This is an optimization exercise on Yosys and OpenROAD, whose aim is small area, not a production implementation.
The RTL was checked by simulation tests, not by an equivalence proof against the original design.
No run shown here takes its clock network from TritonCTS; it comes from the design's own scripts or RTL.
No driver is modelled on the clock port, so clock power and skew are understated where the tree is cut down; a real chip needs a root buffer or a tree.
Power is estimated from default activity; no workload was simulated.

==> design.v <==
module daisy_core (
    input  wire       clk,
    input  wire       rst,
    input  wire       op_valid,
    input  wire [3:0] op,
    output wire       cmd_ready,
    output wire       rx_active,
    output wire       hop_request,
    output reg        rdata_valid,
    output wire [7:0] rdata,
    output reg        radio_req,
    output wire       radio_channel,
    output reg        sink_byte_valid,
    output wire [7:0] sink_byte,
    output reg        sink_commit,
    output reg        sink_begin,
    output wire       sink_begin_chan
);
    localparam [2:0] PH_OFF      = 3'd0;
    localparam [2:0] PH_WAITPRE  = 3'd2;
    localparam [2:0] PH_WAITSTA  = 3'd3;
    localparam [2:0] PH_PREFETCH = 3'd4;
    localparam [2:0] PH_PAYLOAD  = 3'd5;
    localparam [2:0] PH_HOP      = 3'd6;
    reg [2:0]  phase;
    reg [15:8] win;        
    reg [7:0]  acc;        
    reg [9:0]  cnt;
    reg [2:0]  ones;
    reg [15:0] crc;
    reg        prev_enc;
    reg        channel;
    reg [2:0]  err;
    reg [5:0]  tag;
    reg        waiting;
    reg [1:0]  sel;        
    wire ph_wp  = ~phase[2] &  phase[1] & ~phase[0];
    wire ph_ws  =  phase[1] &  phase[0];
    wire ph_pf  =  phase[2] & ~phase[1] & ~phase[0];
    wire ph_pl  =  phase[2] &  phase[0];
    wire ph_hop =  phase[2] &  phase[1];
    wire is_bit  = op_valid & (op[3:1] == 3'b000);
    wire task_ok = op_valid & ~waiting;
    wire rdone   = op_valid & (op == 4'h5) & waiting;
    wire op_stop = task_ok & (op == 4'h3);
    wire op_read = task_ok & (op[3:2] == 2'b10);
    wire hop_go  = task_ok & (op == 4'h4) & ph_hop;
    wire req     = (task_ok & (op == 4'h2)) | hop_go;
    wire d      = ~(prev_enc ^ op[0]);
    wire b      = win[8];
    wire flag_n = ({d, win[15:9]} == 8'h7E);
    wire pre_n  = ({d, win[15:9]} == 8'h55) & ({win[8], acc[7:1]} == 8'h55);
    wire c_lo7  = (cnt[2:0] == 3'd7);
    wire c_15   = cnt[4] | (cnt[3] & c_lo7);                  
    wire c_5    = cnt[4] | cnt[3] | (cnt[2] & (cnt[1] | cnt[0]));  
    wire c_1020 = (cnt == 10'd1020);
    wire stuff_due = ones[2] & ~ones[1];                     
    wire pl_bit    = is_bit & ph_pl;
    wire stuff_err = pl_bit & stuff_due & b;
    wire pl_go     = pl_bit & ~(stuff_due & b);
    wire data_step = pl_bit & ~stuff_due;
    wire end_flag  = pl_go & flag_n;
    wire noend     = data_step & ~flag_n & c_1020;
    wire crc_ok    = stuff_due ? (crc == 16'hF0B8)
                               : ((crc[15:1] == 15'h74B0) & (crc[0] ^ b));
    wire wp_match   = is_bit & ph_wp & c_15 & pre_n;
    wire wp_hop     = is_bit & ph_wp & ~(c_15 & pre_n) & c_5 & (d == win[15]);
    wire ws_flag    = is_bit & ph_ws & flag_n;
    wire ws_timeout = is_bit & ph_ws & ~flag_n & c_15;
    wire pf_end     = is_bit & ph_pf & c_lo7;
    wire do_reset = rdone | ws_timeout | stuff_err | end_flag | noend;
    wire cnt_clr  = do_reset | wp_match | ws_flag | pf_end;
    wire cnt_inc  = is_bit & (ph_wp | ph_ws | ph_pf | (ph_pl & ~stuff_due));
    wire        shift_en = is_bit & ~(ph_pl & stuff_due);
    wire        fb       = b ^ crc[0];
    wire        fb_pl    = ph_pl & fb;
    wire [15:0] crc_n    = {~ph_pl | fb, crc[15:1]} ^ {5'b00000, fb_pl, 6'b000000, fb_pl, 3'b000};
    assign cmd_ready       = ~waiting;
    assign rx_active       = phase[2] | phase[1];
    assign hop_request     = ph_hop & ~waiting;
    assign radio_channel   = channel;
    assign sink_begin_chan = channel;
    assign sink_byte       = acc;
    assign rdata = {2'b00,
                    (sel == 2'd2) ? tag[5:3] : 3'b000,
                    (sel == 2'd0) ? phase :
                    (sel == 2'd1) ? {2'b00, channel} :
                    (sel == 2'd2) ? tag[2:0] : err};
    reg [2:0] phase_n;
    always @* begin
        phase_n = phase;
        if (op_stop)         phase_n = PH_OFF;
        if (wp_match)        phase_n = PH_WAITSTA;
        if (wp_hop)          phase_n = PH_HOP;
        if (ws_flag)         phase_n = PH_PREFETCH;
        if (pf_end)          phase_n = PH_PAYLOAD;
        if (do_reset)        phase_n = PH_WAITPRE;
    end
    reg [2:0] err_n;
    always @* begin
        err_n = (rdata_valid && sel == 2'd3) ? 3'd0 : err;
        if (ws_timeout)             err_n = 3'd1;
        if (stuff_err)              err_n = 3'd2;
        if (noend)                  err_n = 3'd3;
        if (end_flag && !crc_ok)    err_n = 3'd4;
    end
    always @(posedge clk) begin
        sel <= op[1:0];
        if (is_bit)
            win <= {d, win[15:9]};
        if (shift_en)
            acc <= {b, acc[7:1]};
        if (cnt_clr)
            cnt <= 10'd0;
        else if (cnt_inc)
            cnt <= cnt + 10'd1;
        if (is_bit)
            ones <= (ph_pl & b) ? {ones[1:0], ~ones[2]} : 3'b000;
        if (shift_en)
            crc <= crc_n;
        if (rst) begin
            phase    <= PH_OFF;
            prev_enc <= 1'b0;
            channel  <= 1'b0;
            err      <= 3'd0;
            tag      <= 6'd0;
            waiting  <= 1'b0;
            rdata_valid     <= 1'b0;
            radio_req       <= 1'b0;
            sink_byte_valid <= 1'b0;
            sink_commit     <= 1'b0;
            sink_begin      <= 1'b0;
        end else begin
            phase <= phase_n;
            if (is_bit)
                prev_enc <= op[0];
            if (hop_go)
                channel <= ~channel;
            err <= err_n;
            if (pf_end)
                tag <= {d, win[15:11]};
            if (req)
                waiting <= 1'b1;
            else if (rdone)
                waiting <= 1'b0;
            rdata_valid     <= op_read;
            radio_req       <= req;
            sink_byte_valid <= data_step & c_lo7;
            sink_commit     <= end_flag & crc_ok;
            sink_begin      <= do_reset;
        end
    end
endmodule
==> flow/run.sh <==
#!/bin/bash
# Layout flow: the standard flow with the standard synthesis unchanged;
# port buffers are buf_1, and the clock tree is built by flow/pre_cts.tcl.
set -euo pipefail
bash standard.sh synth > synth.log 2>&1
bash standard.sh finish \
  "BUFFER_PORTS_ARGS=-buffer_cell sky130_fd_sc_hd__buf_1" \
  "PRE_CTS_TCL=$PWD/flow/pre_cts.tcl" \
  > layout.log 2>&1
==> flow/pre_cts.tcl <==
# Clock distribution for a small design: the clock port drives NCLUSTERS
# clock buffers directly, each placed at the centroid of one cluster of
# register clock pins (k-means on the placed positions) and driving that
# cluster. It replaces TritonCTS's H-tree: clock_tree_synthesis becomes a
# no-op below.
set nclusters 4
set bufcell sky130_fd_sc_hd__clkbuf_8
set block [ord::get_db_block]
set dbu [$block getDbUnitsPerMicron]
set clknet [$block findNet clk]
set pins {}
set xs {}
set ys {}
foreach it [$clknet getITerms] {
  set inst [$it getInst]
  set bb [$inst getBBox]
  lappend pins "[$inst getName]/[[$it getMTerm] getName]"
  lappend xs [expr {([$bb xMin] + [$bb xMax]) / 2.0 / $dbu}]
  lappend ys [expr {([$bb yMin] + [$bb yMax]) / 2.0 / $dbu}]
}
set n [llength $pins]
# initial centres: sinks spread along the sorted x+y order
set order [lsort -real -indices [lmap x $xs y $ys {expr {$x + $y}}]]
set cx {}
set cy {}
for {set k 0} {$k < $nclusters} {incr k} {
  set i [lindex $order [expr {int(($k + 0.5) * $n / $nclusters)}]]
  lappend cx [lindex $xs $i]
  lappend cy [lindex $ys $i]
}
for {set iter 0} {$iter < 50} {incr iter} {
  set assign {}
  for {set i 0} {$i < $n} {incr i} {
    set best 0
    set bd 1e30
    for {set k 0} {$k < $nclusters} {incr k} {
      set dx [expr {[lindex $xs $i] - [lindex $cx $k]}]
      set dy [expr {[lindex $ys $i] - [lindex $cy $k]}]
      set dd [expr {abs($dx) + abs($dy)}]
      if {$dd < $bd} { set bd $dd; set best $k }
    }
    lappend assign $best
  }
  set ncx {}
  set ncy {}
  for {set k 0} {$k < $nclusters} {incr k} {
    set sx 0.0; set sy 0.0; set m 0
    for {set i 0} {$i < $n} {incr i} {
      if {[lindex $assign $i] == $k} {
        set sx [expr {$sx + [lindex $xs $i]}]
        set sy [expr {$sy + [lindex $ys $i]}]
        incr m
      }
    }
    if {$m > 0} {
      lappend ncx [expr {$sx / $m}]
      lappend ncy [expr {$sy / $m}]
    } else {
      lappend ncx [lindex $cx $k]
      lappend ncy [lindex $cy $k]
    }
  }
  set cx $ncx
  set cy $ncy
}
for {set k 0} {$k < $nclusters} {incr k} {
  set loads {}
  for {set i 0} {$i < $n} {incr i} {
    if {[lindex $assign $i] == $k} { lappend loads [get_pins [lindex $pins $i]] }
  }
  if {[llength $loads] == 0} { continue }
  puts "clock buffer $k at [lindex $cx $k] [lindex $cy $k] drives [llength $loads] clock pins"
  insert_buffer -buffer_cell $bufcell -net clk -load_pins $loads \
    -location [list [lindex $cx $k] [lindex $cy $k]] \
    -buffer_name clkbuf_leaf_$k -net_name clk_leaf_$k
}
set_propagated_clock [all_clocks]
proc clock_tree_synthesis {args} { puts "clock_tree_synthesis skipped: clock buffers inserted by pre_cts.tcl" }
==> standard.sh <==
#!/bin/bash
# synth_recipe.tcl (not shown) runs the flow's synth.tcl, then flattens the netlist and writes it again
# the make line also repeats each setting of config.mk as NAME=value (left out here)
make -C /OpenROAD-flow-scripts/flow DESIGN_CONFIG=/design/flow/config.mk WORK_HOME=/design/flow/orfs CLKGATE_MAP_FILE= SYNTH_SCRIPT=/design/flow/synth_recipe.tcl "${@:-finish}"
==> config.mk <==
export PLATFORM = sky130hd
export DESIGN_NAME = daisy_core
export DESIGN_NICKNAME = daisy_core
export VERILOG_FILES = /design/flow/design.v
export SDC_FILE = /design/flow/constraint.sdc
export NUM_CORES = 4
export LEC_CHECK = 0
export CAP_MARGIN = 20
export CORE_MARGIN = 2
export CORE_UTILIZATION = 40
export SLEW_MARGIN = 20
==> constraint.sdc <==
create_clock -name core_clock -period 5.0 [get_ports {clk}]
set_input_delay 1.0000 -clock core_clock [delete_from_list [all_inputs] [get_ports {clk}]]
set_output_delay 1.0000 -clock core_clock [all_outputs]
set_load 0.01 [all_outputs]
==> notes.md, run 1 <==
status=finished clean; Final min period=2.94 ns; max-slew violations=0; Mean Syn Cell Area=11.3 sq um; Final nets=293; hold path cells=0; post-synth top area share=36.5%; number of flops mapped to enable cells by yosys=35; # resized after CTS=0; # IOs=33; Slew headroom=42.1%; Port Buffers=30; post-layout util=45.6%; setup violators final=0; Post-Syn Area=0.00288 sq mm; commonest cells after routing, fill and taps aside=35 x edfxtp_1, 32 x dfxtp_1, 30 x buf_1; CP Max Fanout=16; FFs w/ async S/R, synth=0%; Critical R2R Launch=cnt[0]$_SDFFE_PP0P_; CP peak stage delay=0.72 ns; Die ar.=0.00790 sq mm; Hold Vio Cnt, Final=0; CP Launch Type=primary input; grt ovf=0; chip width=88.9 microns; Clock Latency Late Sink=0.16 ns; Power Internal=661 uW; reg2reg setup slack=2.65 ns; switching share of power=18.3%; sequential share of power=72.3%; Crit-path slowest cell=or4b_1; Fin Setup TNS=0 ns; Crit Path Class=in -> reg; hold buffer count at cts=0; Clock Pin Slew Worst Setup and Hold Paths=0.10 ns; Placer Congestion=0.902; Syn-to-layout area delta=8.72%; Routed WL per cell=15.6 microns; largest net degree at the start of global routing=25; FMAX=340 MHz; die span in y=88.9 microns; family with the most delay on the worst path=simple AND/OR/NAND/NOR gates; Final HPWL DP=4250 microns; via count=2003; reg2reg end=cnt[1]$_SDFFE_PP0P_; synthesized flop and latch total=67; Cell Pwr Density=258 mW/mm^2; Starting Density=42.0%; buffers plus inverters on the worst setup path=2; Seq/Total Area, Yosys=58.7%; Netlist cell types=49; worst endpoint required time=5.05 ns; worst path cell trace=buf_1 > or4b_1 > inv_2 > nand2_2 > nor4b_1 > xnor2_1 > nor2_1; WHS Endpoint=crc[0]$_DFFE_PP_; setup repair bufs after CTS=0; Yosys top cell by area=edfxtp_1; n_diodes=0; Comb power frac=2.7%; final worst clock skew=0.0184 ns; share of cells above drive strength 1=6.07%; synth top area cells=edfxtp_1 36%, dfxtp_1 22%, nor2_1 3.5%; critical path arrival=2.99 ns; Placement Rows=30; fin crit share=58.8%; gr usage total=15.1%; commonest non-fill, non-tap cell in the layout=edfxtp_1; total power=810 uW; top_reg_cell synth=edfxtp_1; routed wire length=5850 microns; max-cap violations=0; FF-to-FF path depth=7; # fillers=656; unrepaired setup endpoints after global routing=false; Via density=5.33; CORE AREA=0.00687 sq mm; initial antenna violation count=0; Peak VDD IR=0.000137 V; vias in the first global route=1957; Leak Pwr=0.00106 uW; remaining antenna violation count=0; TritonRoute pass-1 iters=4; first-pass GRT wire length=9480 microns; Worst Min Path Start=crc[1]$_DFFE_PP_; HP Class=reg -> reg; synthesized netlist cell count=254; Critical Path End Type=flop; share of total power in the clock network=25.0%; Synth warnings=1; DRC viols=0; Worst-Margin Slew=0.869 ns; P_sw=149 uW; initial DRC count=130
## power by group through the flow
stage / Clock [uW] / Sequential, uW / Combinational, uW
finish: 203 / 585 / 22.1
global route: 230 / 586 / 24.5
CTS: 214 / 585 / 22.0
detailed placement: 0 / 598 / 22.0
global placement: 0 / 598 / 21.5
floorplan: 0 / 597 / 15.3
## cells in the mapped netlist, drive strengths merged (2+ instances only)
cell    count
a21oi      12
a22o        2
a311oi      3
and2        5
and3        7
and4        3
and4b       2
buf         5
clkbuf      5
dfxtp      32
edfxtp     35
ha          4
inv         7
mux2        2
mux2i       5
nand2      22
nand3       8
nand3b      4
nand4       7
nand4b      2
nor2       27
nor2b       4
nor3        7
nor4        4
nor4b       3
nor4bb      2
o21ai       4
or4b        4
xnor2      11
xor2        2
## logic make-up after synthesis
logic type / Yosys count / share of synthesized area, %
simple gates: 116 / 22.8
fa+ha+maj: 4 / 1.74
other cells: 1 / 0.130
mux: 8 / 3.30
xor+xnor: 13 / 3.95
flops: 67 / 58.7
compound gates: 28 / 6.68
buf+inv: 17 / 2.69
## layer usage
metal | vias to the layer above | global-route usage (%) | routed length, microns | share of wire (%)
met5 | - | 0 | 0 | 0
met4 | 0 | 2.34 | 104 | 1.8
met3 | 8 | 1.02 | 281 | 4.8
met2 | 47 | 24.9 | 2700 | 46
met1 | 971 | 22.4 | 2770 | 47
li1 | 977 | - | - | -
## registers in the layout, indices dropped and copies added, names as in the netlist, 2 cells and up
signal / count
crc: 16
sel: 2
acc: 8
tag: 6
cnt: 10
win: 8
err: 3
ones: 3
phase: 3
## per-stage QoR
step	setup slack, ns	cells	hold slack (ns)	instance area [sq um]
6_report	2.06	376	0.441	3130
5_1_grt	1.77	376	0.461	3130
4_1_cts	2.09	376	0.445	3130
3_5_place_dp	1.90	372	0.430	3080
3_3_place_gp	1.89	372	0.426	3080
2_1_floorplan	1.70	255	0.417	2890
## area by class of cell, without the clock buffers
type / instances / area (sq um) / area share, %
sequential: 67 / 1690 / 54.0
inverter: 7 / 26.3 / 0.838
multi-input combinational: 171 / 1120 / 35.8
timing repair buffer: 31 / 120 / 3.83
tap: 96 / 120 / 3.83
## how the worst max path moves through the flow
stage / startpoint / to / slack (ns) / cells after the start
final: op[1] / cnt[9]$_SDFFE_PP0P_ / 2.06 / 7
after global routing: op[0] / cnt[1]$_SDFFE_PP0P_ / 1.77 / 9
after CTS: op[1] / cnt[9]$_SDFFE_PP0P_ / 2.09 / 7
after detailed placement: op[1] / cnt[9]$_SDFFE_PP0P_ / 1.90 / 7
after global placement: op[1] / cnt[9]$_SDFFE_PP0P_ / 1.89 / 7
after floorplan: op[1] / acc[0]$_DFFE_PP_ / 1.70 / 3
==> run 2, diff against run 1 <==
--- a/design.v
+++ b/design.v
@@ -13,5 +13,5 @@
     output reg        sink_byte_valid,
     output wire [7:0] sink_byte,
-    output reg        sink_commit,
+    output wire       sink_commit,
     output reg        sink_begin,
     output wire       sink_begin_chan
@@ -54,5 +54,5 @@
     wire c_15   = cnt[4] | (cnt[3] & c_lo7);                  
     wire c_5    = cnt[4] | cnt[3] | (cnt[2] & (cnt[1] | cnt[0]));  
-    wire c_1020 = (cnt == 10'd1020);
+    wire c_1020 = &cnt[9:2];                      
     wire stuff_due = ones[2] & ~ones[1];                     
     wire pl_bit    = is_bit & ph_pl;
@@ -62,8 +62,8 @@
     wire end_flag  = pl_go & flag_n;
     wire noend     = data_step & ~flag_n & c_1020;
-    wire crc_ok    = stuff_due ? (crc == 16'hF0B8)
-                               : ((crc[15:1] == 15'h74B0) & (crc[0] ^ b));
+    reg  flag_seen;                                          
+    wire crc_ok    = (crc == 16'hF0B8);
     wire wp_match   = is_bit & ph_wp & c_15 & pre_n;
-    wire wp_hop     = is_bit & ph_wp & ~(c_15 & pre_n) & c_5 & (d == win[15]);
+    wire wp_hop     = is_bit & ph_wp & c_5 & (d == win[15]);    
     wire ws_flag    = is_bit & ph_ws & flag_n;
     wire ws_timeout = is_bit & ph_ws & ~flag_n & c_15;
@@ -82,5 +82,6 @@
     assign sink_begin_chan = channel;
     assign sink_byte       = acc;
-    assign rdata = {2'b00,
+    assign sink_commit     = flag_seen & crc_ok;
+    assign rdata = {sink_begin, radio_req,
                     (sel == 2'd2) ? tag[5:3] : 3'b000,
                     (sel == 2'd0) ? phase :
@@ -103,5 +104,5 @@
         if (stuff_err)              err_n = 3'd2;
         if (noend)                  err_n = 3'd3;
-        if (end_flag && !crc_ok)    err_n = 3'd4;
+        if (flag_seen && !crc_ok)   err_n = 3'd4;
     end
     always @(posedge clk) begin
@@ -129,5 +130,5 @@
             radio_req       <= 1'b0;
             sink_byte_valid <= 1'b0;
-            sink_commit     <= 1'b0;
+            flag_seen       <= 1'b0;
             sink_begin      <= 1'b0;
         end else begin
@@ -147,5 +148,5 @@
             radio_req       <= req;
             sink_byte_valid <= data_step & c_lo7;
-            sink_commit     <= end_flag & crc_ok;
+            flag_seen       <= end_flag;
             sink_begin      <= do_reset;
         end
==> run 2 against run 1 <==
Design area shrank 0.96%. Sequential cell count is the same. Critical path type unchanged. Still clean on timing, DRC and antenna. Synthesized area shrank 0.82%. Synthesized cell count shrank 1.6%. Worst setup slack gained 0.00083 ns. Sequential power is essentially flat. First-iteration DRC count grew 55%. Sequential share of layout area grew 0.52 points. Critical endpoint is now phase[0]$_SDFFE_PP0P_. Core utilization shrank 0.44 points.
==> notes.md, run 2 <==
post-synthesis simple-gate area fraction=23.6%; Synth Area in Compound Gates=5.30%; commonest non-fill, non-tap cell in the layout=edfxtp_1; max-slew violations=0; Die ar.=0.00784 sq mm; DRC viols=0; FMAX=340 MHz; Seq/Total Area, Yosys=59.2%; sequential share of power=72.0%; P_sw=150 uW; Comb power frac=2.6%; Cell Pwr Density=260 mW/mm^2; cell with the most instances after synthesis=edfxtp_1; # resized after CTS=0; Syn-to-layout area delta=8.58%; share of total power in the clock network=25.4%; Synth Area in Adders=1.75%; routed wire length=5480 microns; gr usage total=14.3%; remaining antenna violation count=0; top flop regs=crc (16), cnt (10); commonest cells in the netlist=35 x edfxtp_1, 32 x dfxtp_1, 22 x nand2_1; switching share of power=18.5%; unrepaired setup endpoints after global routing=false; synthesized flop and latch total=67; synth top area cells=edfxtp_1 37%, dfxtp_1 22%, nand3_1 3.2%; grt ovf=0; main combinational cell family by area after synthesis=simple AND/OR/NAND/NOR gates; post-synth top area share=36.8%; Via density=5.19; via count=1931; HP Class=reg -> reg; Synth warnings=1; hold slack=0.454 ns; Port Buffers=32; Post-Syn Area=0.00286 sq mm; Netlist cell types=46; setup violators final=0; Place WS=1.86 ns; setup repair bufs after CTS=0; XOR/XNOR Fraction of Synth Area=3.98%; Largest Register=crc; first-pass GRT wire length=9050 microns; Critical Path End Type=flop; Routed WL per cell=14.7 microns; n_diodes=0; FFs w/ async S/R, synth=0%; CP Launch Type=primary input; critical path arrival=2.94 ns; Starting Density=41.6%; final worst clock skew=0.0249 ns; synthesized netlist cell count=250; fin crit share=58.8%; chip width=88.5 microns; CORE AREA=0.00687 sq mm; Power Internal=659 uW; hold buffer count at cts=0; Leak Pwr=0.000949 uW; Clock Latency Late Sink=0.17 ns; top_reg_cell synth=edfxtp_1; Peak VDD IR=0.000127 V; number of flops mapped to enable cells by yosys=35; largest net degree at the start of global routing=25; commonest cells after routing, fill and taps aside=35 x edfxtp_1, 32 x dfxtp_1, 32 x buf_1; Final HPWL DP=3900 microns; initial antenna violation count=0; Yosys top cell by area=edfxtp_1; max reg flops=16; worst endpoint required time=5.00 ns; vias in the first global route=1836; Final min period=2.94 ns; status=finished clean; Crit Path Class=in -> reg; TritonRoute pass-1 iters=5; die span in y=88.5 microns; Fin Setup TNS=0 ns; Slew headroom=33.0%; Placer Congestion=0.771; Clock Pin Slew Worst Setup and Hold Paths=0.11 ns; share of cells above drive strength 1=5.80%; Mean Syn Cell Area=11.4 sq um; reg2reg setup slack=2.65 ns; Final nets=289; Placement Rows=30; CP Max Fanout=23; post-synthesis mux area share=2.63%; max-cap violations=0; Hold Vio Cnt, Final=0; Worst-Margin Slew=1.00 ns; initial DRC count=202; # IOs=33; worst setup margin=2.06 ns
[run 2: area by class of cell, without the clock buffers]
type | instances | area, sq um
fillers | 675 | 3760
flip-flops and latches | 67 | 1690
multi-input cells | 161 | 1060
repair buffers | 34 | 135
well taps | 96 | 120
inverters | 10 | 37.5
[run 2: cells by family (layout without fill, tap and decap cells)]
logic type               Yosys count  count (layout)
AO/OA/AOI/OAI                     24              24
XOR/XNOR                          13              13
adder cells (fa/ha/maj)            4               4
buffers and inverters             22              48
flip-flops                        67              67
multiplexers                       6               6
AND/OR/NAND/NOR                  114             114
[run 2: critical path, stage by stage]
cell,delay (ns)
buf_1,0.16
nor4b_4,0.29
buf_4,0.31
nand3_2,0.18
or4_4,0.61
nand4bb_2,0.28
nor4_1,0.09
[run 2: final timing paths]
check,startpoint,end,cells after the start
min reg2reg,crc[12]$_DFFE_PP_,crc[11]$_DFFE_PP_,0
min,crc[12]$_DFFE_PP_,crc[11]$_DFFE_PP_,0
max,op[1],phase[0]$_SDFFE_PP0P_,7
max reg2reg,cnt[0]$_SDFFE_PP0P_,phase[0]$_SDFFE_PP0P_,7
[run 2: metal layers]
| layer | wire length [microns] | up-vias | track usage [%] | part of all wire (%) |
|---|---|---|---|---|
| met4 | 76 | 0 | 1.52 | 1.4 |
| met5 | 0 | - | 0 | 0 |
| met1 | 2750 | 918 | 23.2 | 50 |
| li1 | - | 962 | - | - |
| met3 | 311 | 6 | 0.933 | 5.7 |
| met2 | 2350 | 45 | 21.5 | 43 |
[run 2: stage by stage]
stage	instance area [sq um]	utilization [%]	std cells	total power (uW)
finish	3100	45.2	372	809
global placement	3050	44.4	368	615
global route	3100	45.2	372	839
floorplan	2860	-	250	606
detailed placement	3050	44.4	368	616
CTS	3100	45.2	372	814
[run 2: power by group through the flow]
stage	Clock [uW]	Combinational (uW)	Sequential, uW
2_1_floorplan	0	12.0	594
3_3_place_gp	0	20.8	595
3_5_place_dp	0	21.1	595
4_1_cts	211	21.1	582
5_1_grt	232	23.7	583
6_report	206	21.1	582
==> run 3, diff against run 2 <==
--- a/design.v
+++ b/design.v
@@ -71,6 +71,6 @@
     wire do_reset = rdone | ws_timeout | stuff_err | end_flag | noend;
     wire cnt_clr  = do_reset | wp_match | ws_flag | pf_end;
-    wire cnt_inc  = is_bit & (ph_wp | ph_ws | ph_pf | (ph_pl & ~stuff_due));
     wire        shift_en = is_bit & ~(ph_pl & stuff_due);
+    wire        cnt_inc  = shift_en;
     wire        fb       = b ^ crc[0];
     wire        fb_pl    = ph_pl & fb;
--- a/flow/pre_cts.tcl
+++ b/flow/pre_cts.tcl
@@ -1,9 +1,12 @@
 # Clock distribution for a small design: the clock port drives NCLUSTERS
 # clock buffers directly, each placed at the centroid of one cluster of
-# register clock pins (k-means on the placed positions) and driving that
-# cluster. It replaces TritonCTS's H-tree: clock_tree_synthesis becomes a
-# no-op below.
+# register clock pins and driving that cluster. Clusters are balanced
+# k-means clusters of the placed clock pins (at most ceil(n/k) pins each).
+# A buffer whose estimated clock-pin slew is high is upsized. This replaces
+# TritonCTS's H-tree: clock_tree_synthesis becomes a no-op below.
 set nclusters 4
 set bufcell sky130_fd_sc_hd__clkbuf_8
+set bigcell sky130_fd_sc_hd__clkbuf_16
+set slew_limit_ps 95.0
 set block [ord::get_db_block]
 set dbu [$block getDbUnitsPerMicron]
@@ -20,25 +23,37 @@
 }
 set n [llength $pins]
-# initial centres: sinks spread along the sorted x+y order
-set order [lsort -real -indices [lmap x $xs y $ys {expr {$x + $y}}]]
+set cap [expr {($n + $nclusters - 1) / $nclusters}]
+# initial centres: sinks spread along the sorted angle around the centroid
+set mx 0.0
+set my 0.0
+for {set i 0} {$i < $n} {incr i} {
+  set mx [expr {$mx + [lindex $xs $i] / $n}]
+  set my [expr {$my + [lindex $ys $i] / $n}]
+}
+set order [lsort -real -indices [lmap x $xs y $ys {expr {atan2($y - $my, $x - $mx)}}]]
 set cx {}
 set cy {}
 for {set k 0} {$k < $nclusters} {incr k} {
   set i [lindex $order [expr {int(($k + 0.5) * $n / $nclusters)}]]
-  lappend cx [lindex $xs $i]
-  lappend cy [lindex $ys $i]
+  lappend cx [expr {($mx + [lindex $xs $i]) / 2.0}]
+  lappend cy [expr {($my + [lindex $ys $i]) / 2.0}]
 }
-for {set iter 0} {$iter < 50} {incr iter} {
-  set assign {}
+for {set iter 0} {$iter < 30} {incr iter} {
+  # balanced assignment: nearest free centre, closest pairs first
+  set pairs {}
   for {set i 0} {$i < $n} {incr i} {
-    set best 0
-    set bd 1e30
     for {set k 0} {$k < $nclusters} {incr k} {
-      set dx [expr {[lindex $xs $i] - [lindex $cx $k]}]
-      set dy [expr {[lindex $ys $i] - [lindex $cy $k]}]
-      set dd [expr {abs($dx) + abs($dy)}]
-      if {$dd < $bd} { set bd $dd; set best $k }
+      set dd [expr {abs([lindex $xs $i] - [lindex $cx $k]) + abs([lindex $ys $i] - [lindex $cy $k])}]
+      lappend pairs [list $dd $i $k]
     }
-    lappend assign $best
+  }
+  set pairs [lsort -real -index 0 $pairs]
+  set assign [lrepeat $n -1]
+  set used [lrepeat $nclusters 0]
+  foreach p $pairs {
+    lassign $p dd i k
+    if {[lindex $assign $i] >= 0 || [lindex $used $k] >= $cap} { continue }
+    lset assign $i $k
+    lset used $k [expr {[lindex $used $k] + 1}]
   }
   set ncx {}
@@ -64,4 +79,5 @@
   set cy $ncy
 }
+set bufs {}
 for {set k 0} {$k < $nclusters} {incr k} {
   set loads {}
@@ -74,5 +90,22 @@
     -location [list [lindex $cx $k] [lindex $cy $k]] \
     -buffer_name clkbuf_leaf_$k -net_name clk_leaf_$k
+  lappend bufs clkbuf_leaf_$k
 }
 set_propagated_clock [all_clocks]
+estimate_parasitics -placement
+foreach b $bufs {
+  set worst 0.0
+  foreach pin [get_pins -of_objects [get_nets -of_objects [get_pins $b/X]] -filter "direction == input"] {
+    foreach a {slew_max_rise slew_max_fall} {
+      set s [get_property $pin $a]
+      if {[string is double -strict $s] && $s > $worst} { set worst $s }
+    }
+  }
+  # slews are in the library's time unit, ns
+  puts "clock buffer $b: estimated clock-pin slew $worst ns"
+  if {$worst > $slew_limit_ps / 1000.0} {
+    puts "clock buffer $b: upsized to $bigcell"
+    replace_cell [get_cells $b] $bigcell
+  }
+}
 proc clock_tree_synthesis {args} { puts "clock_tree_synthesis skipped: clock buffers inserted by pre_cts.tcl" }
==> run 3 against run 2 <==
Largest cell class unchanged. Sequential cell count did not move. Still clean. Maximum frequency down 7.1%. Critical endpoint unchanged. Final cell count is 1.1% higher. Total power increased by 12%. Highest routed layer unchanged.
==> notes.md, run 3 <==
status=finished clean; top flop regs=crc (16), cnt (10); Final HPWL DP=3960 microns; FFs w/ async S/R, synth=0%; synth top area cells=edfxtp_1 37%, dfxtp_1 22%, xnor2_1 3.1%; Hold Vio Cnt, Final=0; Leak Pwr=0.000955 uW; XOR/XNOR Fraction of Synth Area=3.99%; Placer Congestion=0.786; sequential share of power=67.9%; worst setup margin=1.84 ns; Critical R2R Launch=cnt[0]$_SDFFE_PP0P_; vias in the first global route=1777; hold path cells=0; unrepaired setup endpoints after global routing=false; Port Buffers=32; routed wire length=5530 microns; post-synthesis mux area share=2.28%; reg2reg end=cnt[0]$_SDFFE_PP0P_; Crit path depth=7; Synth Area in Adders=1.75%; CORE AREA=0.00683 sq mm; worst endpoint required time=5.04 ns; first-pass GRT wire length=8970 microns; reg2reg setup slack=2.63 ns; post-layout util=45.5%; fin crit share=63.2%; CP Max Fanout=18; Comb power frac=8.4%; Critical Path Start=op[1]; Final min period=3.16 ns; Clock Latency Late Sink=0.17 ns; Die ar.=0.00782 sq mm; Placement Rows=30; Fin Setup TNS=0 ns; TritonRoute pass-1 iters=4; worst path cell trace=buf_1 > nor4b_4 > buf_4 > nand3_1 > nor4_1 > o22ai_1 > a2111oi_0; top_reg_cell synth=edfxtp_1; remaining antenna violation count=0; commonest cells after routing, fill and taps aside=35 x edfxtp_1, 32 x dfxtp_1, 32 x buf_1; setup repair bufs after CTS=0; Final nets=293; HP Class=reg -> reg; share of total power in the clock network=23.7%; # IOs=33; FMAX=316 MHz; family with the most delay on the worst path=simple AND/OR/NAND/NOR gates; gr usage total=14.1%; post-synth top area share=36.8%; # resized after CTS=0; max-slew violations=0; Synth warnings=1; Yosys top cell by area=edfxtp_1; Cell Pwr Density=292 mW/mm^2; DRC viols=0; chip width=88.5 microns; grt met3 use=1.40%; Mean Syn Cell Area=11.3 sq um; number of flops mapped to enable cells by yosys=35; CP Launch Type=primary input; hold buffer count at cts=0; commonest non-fill, non-tap cell in the layout=edfxtp_1; Largest Register=crc; Crit-path slowest cell=nor4b_4; via count=1965; Post-Syn Area=0.00285 sq mm; Worst-Margin Slew=0.807 ns; cell with the most instances after synthesis=edfxtp_1; Critical Path End Type=flop; buffers plus inverters on the worst setup path=2; P_sw=203 uW; synthesized flop and latch total=67; Via density=5.23; Synth Area in Compound Gates=7.06%; grt met1 use=22.2%; WHS Endpoint=crc[11]$_DFFE_PP_; max reg flops=16; final worst clock skew=0.0153 ns; share of cells above drive strength 1=5.36%; Routed WL per cell=14.7 microns; setup violators final=0; n_diodes=0; Power Internal=705 uW; switching share of power=22.3%; critical path arrival=3.21 ns; post-synthesis simple-gate area fraction=21.9%; Netlist cell types=50; largest net degree at the start of global routing=19; Crit Path Class=in -> reg; Slew headroom=46.2%; commonest cells in the netlist=35 x edfxtp_1, 32 x dfxtp_1, 21 x nand2_1; initial DRC count=92; Place WS=1.68 ns; Worst Min Path Start=crc[12]$_DFFE_PP_; synthesized netlist cell count=253; Clock Pin Slew Worst Setup and Hold Paths=0.10 ns; die span in y=88.5 microns; initial antenna violation count=0; met2 GRT Util=21.7%; CP peak stage delay=0.66 ns; max-cap violations=0; busiest layer in global routing=met1; Starting Density=41.8%; main combinational cell family by area after synthesis=simple AND/OR/NAND/NOR gates; FF-to-FF path depth=7; Seq/Total Area, Yosys=59.3%; grt ovf=0; Syn-to-layout area delta=8.86%; Peak VDD IR=0.000129 V
## run 3: logic make-up (layout without fill, tap and decap cells)
family | Yosys count | in the layout
and+or+nand+nor | 112 | 112
AOI/OAI and AO/OA | 29 | 29
adders and majority gates | 4 | 4
muxes | 5 | 5
xor gates and xnor gates | 13 | 13
buffers and inverters | 23 | 50
DFF | 67 | 67
## run 3: area by class of cell, without the clock buffers
class,instances,area [sq um]
timing repair buffer,35,143
inverter,11,41.3
tap,96,120
fill,672,3730
multi-input combinational,163,1050
sequential,67,1690
## run 3: worst max-delay path by stage
stage,endpoint
2_1_floorplan,cnt[3]$_SDFFE_PP0P_
3_3_place_gp,cnt[7]$_SDFFE_PP0P_
3_5_place_dp,phase[0]$_SDFFE_PP0P_
4_1_cts,phase[0]$_SDFFE_PP0P_
5_1_grt,phase[0]$_SDFFE_PP0P_
6_report,phase[0]$_SDFFE_PP0P_
## run 3: per-stage QoR
step | power, uW | hold slack (ns) | instance area [sq um] | cells
4_1_cts | 914 | 0.447 | 3110 | 376
3_5_place_dp | 707 | 0.427 | 3050 | 372
3_3_place_gp | 704 | 0.424 | 3050 | 372
6_report | 908 | 0.455 | 3110 | 376
2_1_floorplan | 683 | 0.417 | 2850 | 253
5_1_grt | 946 | 0.458 | 3110 | 376
## run 3: metal layers
metal	part of all wire (%)	vias to the layer above
li1	-	978
met3	3.8	8
met2	45	35
met4	1.6	0
met1	50	944
met5	0	-
## run 3: power groups by stage
| stage | logic, uW | clock network [uW] | registers, uW |
|---|---|---|---|
| finish | 76.0 | 215 | 617 |
| global placement | 75.7 | 0 | 629 |
| CTS | 77.5 | 219 | 617 |
| detailed placement | 77.0 | 0 | 630 |
| floorplan | 58.0 | 0 | 625 |
| global route | 87.7 | 237 | 621 |
==> run 4, diff against run 3 <==
--- a/design.v
+++ b/design.v
@@ -71,6 +71,6 @@
     wire do_reset = rdone | ws_timeout | stuff_err | end_flag | noend;
     wire cnt_clr  = do_reset | wp_match | ws_flag | pf_end;
+    wire cnt_inc  = is_bit & (ph_wp | ph_ws | ph_pf | (ph_pl & ~stuff_due));
     wire        shift_en = is_bit & ~(ph_pl & stuff_due);
-    wire        cnt_inc  = shift_en;
     wire        fb       = b ^ crc[0];
     wire        fb_pl    = ph_pl & fb;
==> run 4 against run 3 <==
Synthesized cell count is 1.2% lower. Clock skew is 0.0059 ns lower. Critical path depth stayed put. Core utilization is 0.27 points lower. Clock power is 4% lower. Worst setup slack better by 0.24 ns. Final cell count is 1.1% lower. Total power is 11% lower. Synthesized area is 0.22% higher. Still clean. Hold slack hardly changed. Register-to-register slack better by 0.13 ns. Global-route usage is 0.27 points higher.
==> notes.md, run 4 <==
initial antenna violation count=0; Largest Register=crc; hold buffer count at cts=0; Via density=5.26; unrepaired setup endpoints after global routing=false; reg2reg setup slack=2.76 ns; Placer Congestion=0.771; Critical Path Start=op[1]; post-synth top area share=36.8%; CORE AREA=0.00687 sq mm; Hold Vio Cnt, Final=0; Synth warnings=1; initial DRC count=154; Final nets=289; synthesized netlist cell count=250; Clock Latency Late Sink=0.16 ns; gr usage total=14.4%; Crit-path slowest cell=or4_4; Slew headroom=33.9%; remaining antenna violation count=0; family with the most delay on the worst path=simple AND/OR/NAND/NOR gates; number of flops mapped to enable cells by yosys=35; Final HPWL DP=3900 microns; Mean Syn Cell Area=11.4 sq um; Die ar.=0.00784 sq mm; commonest non-fill, non-tap cell in the layout=edfxtp_1; Cell Pwr Density=261 mW/mm^2; share of cells above drive strength 1=5.80%; Critical Path End Type=flop; max reg flops=16; status=finished clean; Syn-to-layout area delta=8.58%; synth top area cells=edfxtp_1 37%, dfxtp_1 22%, nand3_1 3.2%; critical path arrival=2.95 ns; # resized after CTS=0; FF-to-FF path depth=7; max-cap violations=0; Leak Pwr=0.000949 uW; Critical R2R Launch=cnt[0]$_SDFFE_PP0P_; Seq/Total Area, Yosys=59.2%; setup violators final=0; Netlist cell types=46; Peak VDD IR=0.000129 V; Clock Pin Slew Worst Setup and Hold Paths=0.10 ns; die span in y=88.5 microns; # fillers=674; Yosys top cell by area=edfxtp_1; CP Max Fanout=23; Place WS=1.86 ns; FMAX=342 MHz; worst setup margin=2.07 ns; commonest cells in the netlist=35 x edfxtp_1, 32 x dfxtp_1, 22 x nand2_1; area of the multi-input gates=0.00106 sq mm; Port Buffers=32; DRC viols=0; TritonRoute pass-1 iters=4; reg2reg end=phase[0]$_SDFFE_PP0P_; cell with the most instances after synthesis=edfxtp_1; n_diodes=0; routed wire length=5520 microns; Starting Density=41.6%; commonest cells after routing, fill and taps aside=35 x edfxtp_1, 32 x dfxtp_1, 32 x buf_1; HP Class=reg -> reg; final worst clock skew=0.00945 ns; Routed WL per cell=14.8 microns; top_reg_cell synth=edfxtp_1; largest net degree at the start of global routing=25; worst path cell trace=buf_1 > nor4b_4 > buf_4 > nand3_2 > or4_4 > nand4bb_2 > nor4_1; worst endpoint required time=5.02 ns; Fin Setup TNS=0 ns; Crit Path Class=in -> reg; Crit path depth=7; first-pass GRT wire length=9110 microns; # IOs=33; vias in the first global route=1847; FFs w/ async S/R, synth=0%; buffers plus inverters on the worst setup path=2; Placement Rows=30; Post-Syn Area=0.00286 sq mm; max-slew violations=0; Worst setup endpoint=phase[0]$_SDFFE_PP0P_; fin crit share=58.5%; setup repair bufs after CTS=0; CP Launch Type=primary input; chip width=88.5 microns; grt ovf=0; via count=1955; top flop regs=crc (16), cnt (10); synthesized flop and latch total=67; Final min period=2.93 ns; Worst-Margin Slew=0.992 ns; CP peak stage delay=0.61 ns; Register Area=0.00169 sq mm
## run 4: power by group
part / internal [uW] / switching (uW)
Clock: 74.3 / 132
Sequential: 578 / 3.64
Combinational: 6.56 / 14.5
## run 4: logic make-up (layout without fill, tap and decap cells)
logic type	Yosys count	after routing	share of synthesized area [%]
and+or+nand+nor	114	114	23.6
AOI/OAI and AO/OA	24	24	5.30
buffers and inverters	22	48	3.59
adders and majority gates	4	4	1.75
muxes	6	6	2.63
DFF	67	67	59.2
xor gates and xnor gates	13	13	3.98
## run 4: metrics by stage
stage               hold slack (ns)  power, uW  util [%]  instance area (sq um)  cells
floorplan                     0.417        606         -                   2860    250
global placement              0.427        615      44.4                   3050    368
detailed placement            0.428        616      44.4                   3050    368
CTS                           0.453        818      45.2                   3100    372
global route                  0.468        844      45.2                   3100    372
finish                        0.455        809      45.2                   3100    372
## run 4: routing by layer
metal  up-vias  share of wire [%]  global-route usage (%)  wire length, microns
met2        51                 43                    21.6                  2390
met5         -                  0                       0                     0
met4         0                1.4                    1.93                    79
met3         8                4.4                    1.03                   241
met1       937                 51                    23.3                  2800
li1        959                  -                       -                     -
## run 4: layout make-up, without the clock buffers
| class | count | share of cell area (%) |
|---|---|---|
| multi-input cells | 161 | 34.3 |
| well taps | 96 | 3.87 |
| repair buffers | 34 | 4.35 |
| flip-flops and latches | 67 | 54.5 |
| inverters | 10 | 1.21 |
## run 4: worst register-to-register path: stages (launching register included)
cell and delay (ns):
dfxtp_1 0.39, ha_1 0.26, ha_1 0.23, a21oi_1 0.09
nor4bb_1 0.44, nand3_1 0.24, nand4bb_2 0.35, nor4_1 0.10
## run 4: worst min-delay path by stage
stage	start	to	slack, ns	cells after the start
final	crc[12]$_DFFE_PP_	crc[11]$_DFFE_PP_	0.46	0
after floorplan	crc[3]$_DFFE_PP_	crc[2]$_DFFE_PP_	0.42	0
after detailed placement	crc[12]$_DFFE_PP_	crc[11]$_DFFE_PP_	0.43	0
after global placement	crc[12]$_DFFE_PP_	crc[11]$_DFFE_PP_	0.43	0
after global routing	crc[12]$_DFFE_PP_	crc[11]$_DFFE_PP_	0.47	0
after CTS	crc[12]$_DFFE_PP_	crc[11]$_DFFE_PP_	0.45	0
==> run 5, diff against run 4 <==
--- a/design.v
+++ b/design.v
@@ -71,6 +71,6 @@
     wire do_reset = rdone | ws_timeout | stuff_err | end_flag | noend;
     wire cnt_clr  = do_reset | wp_match | ws_flag | pf_end;
-    wire cnt_inc  = is_bit & (ph_wp | ph_ws | ph_pf | (ph_pl & ~stuff_due));
     wire        shift_en = is_bit & ~(ph_pl & stuff_due);
+    wire        cnt_inc  = shift_en;
     wire        fb       = b ^ crc[0];
     wire        fb_pl    = ph_pl & fb;
--- a/flow/pre_cts.tcl
+++ b/flow/pre_cts.tcl
@@ -8,5 +8,5 @@
 set bufcell sky130_fd_sc_hd__clkbuf_8
 set bigcell sky130_fd_sc_hd__clkbuf_16
-set slew_limit_ps 95.0
+set slew_limit_ps 122.0
 set block [ord::get_db_block]
 set dbu [$block getDbUnitsPerMicron]
@@ -87,8 +87,8 @@
   if {[llength $loads] == 0} { continue }
   puts "clock buffer $k at [lindex $cx $k] [lindex $cy $k] drives [llength $loads] clock pins"
-  insert_buffer -buffer_cell $bufcell -net clk -load_pins $loads \
+  set buf [insert_buffer -buffer_cell $bufcell -net clk -load_pins $loads \
     -location [list [lindex $cx $k] [lindex $cy $k]] \
-    -buffer_name clkbuf_leaf_$k -net_name clk_leaf_$k
-  lappend bufs clkbuf_leaf_$k
+    -buffer_name clkbuf_leaf_$k -net_name clk_leaf_$k]
+  lappend bufs [get_full_name $buf]
 }
 set_propagated_clock [all_clocks]
==> run 5 against run 4 <==
Final cell count increased by 1.1%. Synthesized area decreased by 0.22%. Sequential power is 6.0% higher. Largest power group unchanged. First-iteration DRC count down 40%. Still clean. Design area about the same. Global-route usage is 0.27 points lower. Critical path type unchanged. Worst setup slack got worse by 0.24 ns. Sequential cell count unchanged. Clock power increased by 4%. Maximum frequency shrank 7.5%. Combinational power rose to 3.6 times the previous value.
==> notes.md, run 5 <==
Peak VDD IR=0.000129 V; # fillers=672; final cell count without fillers=376; synthesized netlist cell count=253; Slew headroom=46.2%; Syn-to-layout area delta=8.86%; Mean Syn Cell Area=11.3 sq um; Via density=5.23; DRC viols=0; CP Max Fanout=18; Post-Syn Area=0.00285 sq mm; top flop regs=crc (16), cnt (10); Routed WL per cell=14.7 microns; sequential share of power=67.9%; Port Buffers=32; Synth warnings=1; switching share of power=22.3%; Worst Min Path Start=crc[12]$_DFFE_PP_; WHS Endpoint=crc[11]$_DFFE_PP_; Crit Path Class=in -> reg; vias in the first global route=1777; Die ar.=0.00782 sq mm; Hold Vio Cnt, Final=0; commonest cells after routing, fill and taps aside=35 x edfxtp_1, 32 x dfxtp_1, 32 x buf_1; Crit-path slowest cell=nor4b_4; status=finished clean; Worst-Margin Slew=0.807 ns; hold path cells=0; reg2reg end=cnt[0]$_SDFFE_PP0P_; initial antenna violation count=0; n_diodes=0; worst path cell trace=buf_1 > nor4b_4 > buf_4 > nand3_1 > nor4_1 > o22ai_1 > a2111oi_0; final worst clock skew=0.0153 ns; CORE AREA=0.00683 sq mm; top_reg_cell synth=edfxtp_1; CP Launch Type=primary input; chip width=88.5 microns; setup violators final=0; Register Area=0.00169 sq mm; cell with the most instances after synthesis=edfxtp_1; Clock Latency Late Sink=0.17 ns; FFs w/ async S/R, synth=0%; # IOs=33; routed wire length=5530 microns; post-layout util=45.5%; fin crit share=63.2%; Critical R2R Launch=cnt[0]$_SDFFE_PP0P_; Fin Setup TNS=0 ns; Power Internal=705 uW; synthesized flop and latch total=67; max-slew violations=0; TritonRoute pass-1 iters=4; grt ovf=0; critical path arrival=3.21 ns; Leak Pwr=0.000955 uW; post-synth top area share=36.8%; gr usage total=14.1%; commonest cells in the netlist=35 x edfxtp_1, 32 x dfxtp_1, 21 x nand2_1; Yosys top cell by area=edfxtp_1; Place WS=1.68 ns; Largest Register=crc; area of the multi-input gates=0.00105 sq mm; largest net degree at the start of global routing=19; Final nets=293; Final min period=3.16 ns; Starting Density=41.8%; max reg flops=16; Netlist cell types=50; worst setup margin=1.84 ns; worst endpoint required time=5.04 ns; reg2reg setup slack=2.63 ns; hold buffer count at cts=0; Final HPWL DP=3960 microns; unrepaired setup endpoints after global routing=false; Placed Cells=372; via count=1965; FMAX=316 MHz; share of total power in the clock network=23.7%; # resized after CTS=0; die span in y=88.5 microns; family with the most delay on the worst path=simple AND/OR/NAND/NOR gates; remaining antenna violation count=0; HP Class=reg -> reg; Comb power frac=8.4%; CP peak stage delay=0.66 ns; max-cap violations=0; setup repair bufs after CTS=0; share of cells above drive strength 1=5.36%; total power=908 uW; number of flops mapped to enable cells by yosys=35; commonest non-fill, non-tap cell in the layout=edfxtp_1; initial DRC count=92; buffers plus inverters on the worst setup path=2; FF-to-FF path depth=7; Placement Rows=30; P_sw=203 uW; Placer Congestion=0.786; Critical Path End Type=flop; Clock Pin Slew Worst Setup and Hold Paths=0.10 ns; Seq/Total Area, Yosys=59.3%; first-pass GRT wire length=8970 microns; synth top area cells=edfxtp_1 37%, dfxtp_1 22%, xnor2_1 3.1%; Cell Pwr Density=292 mW/mm^2
-- run 5: stage by stage --
stage                     cell area, sq um  hold WS, ns
after floorplan                       2850        0.417
after global placement                3050        0.424
after detailed placement              3050        0.427
after CTS                             3110        0.447
after global routing                  3110        0.458
final                                 3110        0.455
-- run 5: worst max path at each step --
| stage | from | endpoint | slack [ns] | cells past startpoint |
|---|---|---|---|---|
| finish | op[1] | phase[0]$_SDFFE_PP0P_ | 1.84 | 7 |
| global route | op[1] | phase[0]$_SDFFE_PP0P_ | 1.55 | 7 |
| CTS | op[1] | phase[0]$_SDFFE_PP0P_ | 1.84 | 7 |
| detailed placement | op[1] | phase[0]$_SDFFE_PP0P_ | 1.68 | 7 |
| global placement | op[1] | cnt[7]$_SDFFE_PP0P_ | 1.73 | 7 |
| floorplan | op[1] | cnt[3]$_SDFFE_PP0P_ | 2.05 | 6 |
-- run 5: routing by layer --
metal	wire (microns)	vias to the layer above	GRT usage [%]
li1	-	978	-
met1	2740	944	22.2
met2	2480	35	21.7
met3	210	8	1.40
met4	91	0	1.93
met5	0	-	0
-- run 5: cell families after synthesis --
group	after synthesis	share of synthesized area, %
compound gates	29	7.06
xor+xnor	13	3.99
fa+ha+maj	4	1.75
buf+inv	23	3.73
flops	67	59.3
mux	5	2.28
simple gates	112	21.9
-- run 5: power groups by stage --
stage	clock, uW	sequential (uW)	combinational (uW)
after global placement	0	629	75.7
final	215	617	76.0
after detailed placement	0	630	77.0
after CTS	219	617	77.5
after floorplan	0	625	58.0
after global routing	237	621	87.7
-- run 5: layout make-up, without the clock buffers --
type / instances / share of cell area (%)
sequential: 67 / 54.5
multi-input combinational: 163 / 34.0
timing repair buffer: 35 / 4.59
tap: 96 / 3.87
inverter: 11 / 1.33
==> run 6, diff against run 5 <==
==> flow/downsize.tcl (new file) <==
# Area recovery after placement: every combinational cell takes the smallest
# drive strength of its own function (the design has ample setup slack), then
# repair_design fixes any slew, capacitance or fanout limit this breaks.
proc my_cell_area {name} {
  return [get_property [lindex [get_lib_cells $name] 0] area]
}
set ndown 0
set saved 0.0
foreach inst [get_cells *] {
  set m [get_property $inst ref_name]
  if {![regexp {^(sky130_fd_sc_hd__[a-z0-9]+)_([0-9]+)$} $m -> base sz]} { continue }
  if {[regexp {df|dl|tap|fill|decap|conb|clkbuf|clkinv|clkdly|dlygate|dlymetal|buf_|bufbuf} $base]} { continue }
  set best $m
  set barea [my_cell_area $m]
  set area0 $barea
  foreach lc [get_lib_cells ${base}_*] {
    set n [get_name $lc]
    if {![regexp "^${base}_\[0-9\]+\$" $n]} { continue }
    set a [my_cell_area $n]
    if {$a < $barea} { set best $n; set barea $a }
  }
  if {$best ne $m} {
    if {![catch {replace_cell $inst $best}]} {
      incr ndown
      set saved [expr {$saved + $area0 - $barea}]
    }
  }
}
puts "downsized $ndown cells, [format %.1f $saved] um2"
estimate_parasitics -placement
repair_design
--- a/flow/pre_cts.tcl
+++ b/flow/pre_cts.tcl
@@ -5,4 +5,6 @@
 # A buffer whose estimated clock-pin slew is high is upsized. This replaces
 # TritonCTS's H-tree: clock_tree_synthesis becomes a no-op below.
+source [file join [file dirname [info script]] downsize.tcl]
+
 set nclusters 4
 set bufcell sky130_fd_sc_hd__clkbuf_8
==> run 6 against run 5 <==
Highest routed layer unchanged. Sequential share of layout area increased by 0.46 points. Clock power about the same. Synthesized area unchanged. Final cell count increased by 0.27%. Critical path depth unchanged. Largest cell class unchanged.
==> notes.md, run 6 <==
synthesized flop and latch total=67; hold slack=0.452 ns; Final min period=3.72 ns; cell with the most instances after synthesis=edfxtp_1; Fin Setup TNS=0 ns; synthesized netlist cell count=253; Cell Pwr Density=294 mW/mm^2; Netlist cell types=50; Critical Path End Type=flop; Crit Path Class=in -> reg; Starting Density=41.8%; unrepaired setup endpoints after global routing=false; Mean Syn Cell Area=11.3 sq um; initial DRC count=93; Clock Latency Late Sink=0.17 ns; setup repair bufs after CTS=0; met2 GRT Util=21.7%; max-slew violations=0; CP Launch Type=primary input; hold buffer count at cts=0; first-pass GRT wire length=8970 microns; grt met3 use=1.40%; largest net degree at the start of global routing=19; synth top area cells=edfxtp_1 37%, dfxtp_1 22%, xnor2_1 3.1%; # fillers=677; Post-Syn Area=0.00285 sq mm; Clock Pin Slew Worst Setup and Hold Paths=0.10 ns; die span in y=88.5 microns; top_reg_cell synth=edfxtp_1; gr usage total=14.1%; Placed Cells=372; initial antenna violation count=0; # IOs=33; commonest cells after routing, fill and taps aside=35 x edfxtp_1, 35 x buf_1, 32 x dfxtp_1; Routed WL per cell=14.6 microns; status=finished clean; Worst-Margin Slew=0.978 ns; busiest layer in global routing=met1; post-synth top area share=36.8%; Placer Congestion=0.786; Slew headroom=34.7%; # resized after CTS=0; vias in the first global route=1779; DRC viols=0; Final HPWL DP=3960 microns; grt met1 use=22.2%; FMAX=269 MHz; n_diodes=0; final worst clock skew=0.0145 ns; worst endpoint required time=5.04 ns; Placement Rows=30; grt ovf=0; CP Max Fanout=18; Largest Register=crc; fin area=0.00308 sq mm; max-cap violations=0; Seq/Total Area, Yosys=59.3%; final cell count without fillers=377; Port Buffers=32; remaining antenna violation count=0; number of flops mapped to enable cells by yosys=35; fin crit share=74.4%; Final nets=294; HP Class=reg -> reg; routed wire length=5490 microns; via count=1956; top flop regs=crc (16), cnt (10); Synth warnings=1; critical path arrival=3.76 ns; CORE AREA=0.00683 sq mm; Die ar.=0.00782 sq mm; Hold Vio Cnt, Final=0; placed cell areas=0.00305 sq mm; Peak VDD IR=0.000128 V; Via density=5.19; max reg flops=16; Syn-to-layout area delta=7.94%; Leak Pwr=0.000935 uW; share of cells above drive strength 1=3.56%; setup violators final=0; FFs w/ async S/R, synth=0%; TritonRoute pass-1 iters=4; commonest cells in the netlist=35 x edfxtp_1, 32 x dfxtp_1, 21 x nand2_1; Yosys top cell by area=edfxtp_1; chip width=88.5 microns
==> run 6: worst paths after layout <==
| path | slack [ns] | endpoint | start | cells after the start |
|---|---|---|---|---|
| worst min-delay path | 0.45 | crc[11]$_DFFE_PP_ | crc[12]$_DFFE_PP_ | 0 |
| worst min register to register | 0.45 | crc[11]$_DFFE_PP_ | crc[12]$_DFFE_PP_ | 0 |
| worst max register to register | 2.58 | cnt[0]$_SDFFE_PP0P_ | cnt[0]$_SDFFE_PP0P_ | 7 |
| worst max-delay path | 1.28 | phase[0]$_SDFFE_PP0P_ | op[1] | 7 |
==> run 6: layout make-up, without the clock buffers <==
cell class                      count  area (sq um)  area share (%)
Tap cell                           96           120            3.90
Timing Repair Buffer               36           139            4.51
Sequential cell                    67          1690            54.9
Inverter                           11          41.3            1.34
Multi-Input combinational cell    163          1030            33.5
==> run 6: worst max-delay path, cell delays in order <==
cell and delay, ns:
buf_1 0.13, nor4b_2 0.88, buf_1 0.65, nand3_1 0.14
nor4_1 0.43, o22ai_1 0.11, a2111oi_0 0.41
==> run 6: where the power goes <==
group | leakage (uW) | total [uW] | switching (uW) | internal [uW]
Combinational | 0.000381 | 75.0 | 41.0 | 33.9
Clock | 0.0000288 | 213 | 139 | 74.5
Sequential | 0.000525 | 617 | 20.9 | 596
Total | 0.000935 | 905 | 201 | 704
==> run 6: routing by layer <==
metal  wire, microns  vias to the layer above
met5               0                        -
met4              91                        0
met3             235                        8
met2            2440                       38
met1            2720                      934
li1                -                      976
==> run 6: cell families (layout without fill, tap and decap cells) <==
family / count (synthesis) / after routing / synth area share [%]
multiplexers: 5 / 5 / 2.28
buffers and inverters: 23 / 51 / 3.73
flip-flops: 67 / 67 / 59.3
AO/OA/AOI/OAI: 29 / 29 / 7.06
adder cells (fa/ha/maj): 4 / 4 / 1.75
AND/OR/NAND/NOR: 112 / 112 / 21.9
XOR/XNOR: 13 / 13 / 3.99
==> run 6: through the flow <==
stage,setup WS (ns),power [uW],util [%]
floorplan,2.05,683,-
global placement,1.73,704,44.7
detailed placement,1.68,707,44.7
CTS,1.24,913,45.0
global route,0.845,945,45.1
finish,1.28,905,45.1
==> run 7, diff against run 6 <==
--- a/flow/downsize.tcl
+++ b/flow/downsize.tcl
@@ -10,5 +10,5 @@
   set m [get_property $inst ref_name]
   if {![regexp {^(sky130_fd_sc_hd__[a-z0-9]+)_([0-9]+)$} $m -> base sz]} { continue }
-  if {[regexp {df|dl|tap|fill|decap|conb|clkbuf|clkinv|clkdly|dlygate|dlymetal|buf_|bufbuf} $base]} { continue }
+  if {[regexp {__(e?df|dl|tap|fill|decap|conb|clkbuf|clkinv|clkdly)} $base]} { continue }
   set best $m
   set barea [my_cell_area $m]
==> run 7 against run 6 <==
Die area stayed put. Maximum frequency stayed put. Clock power hardly changed. Clock skew stayed put. Largest cell class unchanged.
==> notes.md, run 7 <==
setup violators final=0; post-synthesis mux area share=2.28%; remaining antenna violation count=0; worst path cell trace=buf_1 > nor4b_2 > buf_1 > nand3_1 > nor4_1 > o22ai_1 > a2111oi_0; gr usage total=14.1%; main combinational cell family by area after synthesis=simple AND/OR/NAND/NOR gates; final cell count without fillers=377; Final nets=294; Critical Path End Type=flop; n_diodes=0; synthesized netlist cell count=253; worst endpoint required time=5.04 ns; die span in y=88.5 microns; critical path arrival=3.76 ns; Placement Rows=30; post-synthesis simple-gate area fraction=21.9%; Die ar.=0.00782 sq mm; Clock Pin Slew Worst Setup and Hold Paths=0.10 ns; final worst clock skew=0.0145 ns; Yosys top cell by area=edfxtp_1; Final HPWL DP=3960 microns; fin crit share=74.4%; Peak VDD IR=0.000128 V; initial antenna violation count=0; Synth Area in Compound Gates=7.06%; Seq/Total Area, Yosys=59.3%; Syn-to-layout area delta=7.94%; DRC viols=0; largest net degree at the start of global routing=19; share of cells above drive strength 1=3.56%; Hold Vio Cnt, Final=0; Starting Density=41.8%; # IOs=33; top flop regs=crc (16), cnt (10); max-slew violations=0; Routed WL per cell=14.6 microns; status=finished clean; number of flops mapped to enable cells by yosys=35; XOR/XNOR Fraction of Synth Area=3.99%; Crit Path Class=in -> reg; Port Buffers=32; Slew headroom=34.7%; commonest cells in the netlist=35 x edfxtp_1, 32 x dfxtp_1, 21 x nand2_1; synthesized flop and latch total=67; via count=1956; commonest cells after routing, fill and taps aside=35 x edfxtp_1, 35 x buf_1, 32 x dfxtp_1; initial DRC count=93; top_reg_cell synth=edfxtp_1; post-synth top area share=36.8%; Leak Pwr=0.000935 uW; Clock Latency Late Sink=0.17 ns; CP Max Fanout=18; setup repair bufs after CTS=0; Via density=5.19; chip width=88.5 microns; CORE AREA=0.00683 sq mm; Largest Register=crc; # resized after CTS=0; Crit-path slowest cell=nor4b_2; Synth Area in Adders=1.75%; family with the most delay on the worst path=simple AND/OR/NAND/NOR gates; Synth warnings=1; synth top area cells=edfxtp_1 37%, dfxtp_1 22%, xnor2_1 3.1%; Final min period=3.72 ns; buffers plus inverters on the worst setup path=2; CP Launch Type=primary input; hold slack=0.452 ns; CP peak stage delay=0.88 ns; Top cell by count, worst path=buf_1; max-cap violations=0; Placed Cells=372; max reg flops=16; Mean Syn Cell Area=11.3 sq um; Worst-Margin Slew=0.978 ns; hold buffer count at cts=0; FMAX=269 MHz; cell with the most instances after synthesis=edfxtp_1; vias in the first global route=1779; Post-Syn Area=0.00285 sq mm; grt ovf=0; unrepaired setup endpoints after global routing=false; HP Class=reg -> reg; Fin Setup TNS=0 ns; Netlist cell types=50; first-pass GRT wire length=8970 microns; FFs w/ async S/R, synth=0%; Placer Congestion=0.786; routed wire length=5490 microns; Cell Pwr Density=294 mW/mm^2; TritonRoute pass-1 iters=4
==> run 7: cell counts after synthesis <==
No cell type changed its count.
==> run 7: power breakdown <==
part	total (uW)	switching, uW	internal (uW)
Clock	213	139	74.5
Combinational	75.0	41.0	33.9
Sequential	617	20.9	596
Total	905	201	704
==> run 7: path summary, 6_finish.rpt <==
kind | slack [ns] | startpoint | to | cells after the start
worst min register to register | 0.45 | crc[12]$_DFFE_PP_ | crc[11]$_DFFE_PP_ | 0
worst max register to register | 2.58 | cnt[0]$_SDFFE_PP0P_ | cnt[0]$_SDFFE_PP0P_ | 7
worst min-delay path | 0.45 | crc[12]$_DFFE_PP_ | crc[11]$_DFFE_PP_ | 0
worst max-delay path | 1.28 | op[1] | phase[0]$_SDFFE_PP0P_ | 7
==> run 7: per-layer routing <==
layer / GRT usage (%) / share of wire, % / wire length (microns) / vias up
met5: 0 / 0 / 0 / -
met4: 1.93 / 1.7 / 91 / 0
met3: 1.40 / 4.3 / 235 / 8
met2: 21.7 / 44 / 2440 / 38
met1: 22.2 / 50 / 2720 / 934
li1: - / - / - / 976
==> run 7: cell type report, without the clock buffers <==
cell class                      instances  area, sq um
Tap cell                               96          120
Multi-Input combinational cell        163         1030
Fill cell                             677         3750
Sequential cell                        67         1690
Timing Repair Buffer                   36          139
Inverter                               11         41.3
==> run 7: cells by family (layout without fill, tap and decap cells) <==
logic type      after synthesis  in the layout
simple gates                112            112
flops                        67             67
compound gates               29             29
buf+inv                      23             51
xor+xnor                     13             13
mux                           5              5
fa+ha+maj                     4              4
==> run 7: worst register-to-register path, delay by kind of cell (launching register included) <==
kind	cells	cell delay [ns]
AO/OA/AOI/OAI	1	0.41
AND/OR/NAND/NOR	3	0.93
flip-flops	1	0.35
adder cells (fa/ha/maj)	2	0.45
buffers and inverters	1	0.21
==> run 7: through the flow <==
stage	power [uW]	instance area [sq um]	util, %	setup slack (ns)
floorplan	683	2850	-	2.05
global placement	704	3050	44.7	1.73
detailed placement	707	3050	44.7	1.68
CTS	913	3070	45.0	1.24
global route	945	3080	45.1	0.845
finish	905	3080	45.1	1.28

what the ideal ports hide:
The flow's constraints put no driver on any port. The routed layouts listed below were extracted and timed again, unchanged, in two steps. Step 1 assumes that a clkbuf_16 drives the clock port and a buf_2 every other input. Step 2 adds t to the input delays and takes it off the output delays; t is the mean of the earliest and latest rising clock arrival at the registers after step 1. Input paths then give back, and output paths get back, about the clock's delay inside the block. a / b / c = ideal ports / drivers / drivers and shift; a / b = the first two.
run | t, ns | setup slack, ns | clock arrival spread, ns | worst data-port slew with drivers (ns)
run 1 | 0.218 | 2.062 / 2.108 / 1.890 | 0.018 / 0.018 | 0.03
run 2 | 0.212 | 2.062 / 2.098 / 1.886 | 0.025 / 0.025 | 0.03
run 3 | 0.220 | 1.838 / 1.875 / 1.656 | 0.015 / 0.015 | 0.03
run 4 | 0.214 | 2.074 / 2.112 / 1.897 | 0.010 / 0.011 | 0.03
run 5 | 0.220 | 1.838 / 1.875 / 1.656 | 0.015 / 0.015 | 0.03
run 6 | 0.218 | 1.281 / 1.318 / 1.099 | 0.014 / 0.015 | 0.03
run 7 | 0.218 | 1.281 / 1.318 / 1.099 | 0.014 / 0.015 | 0.03
After both steps every run listed still meets setup and hold.
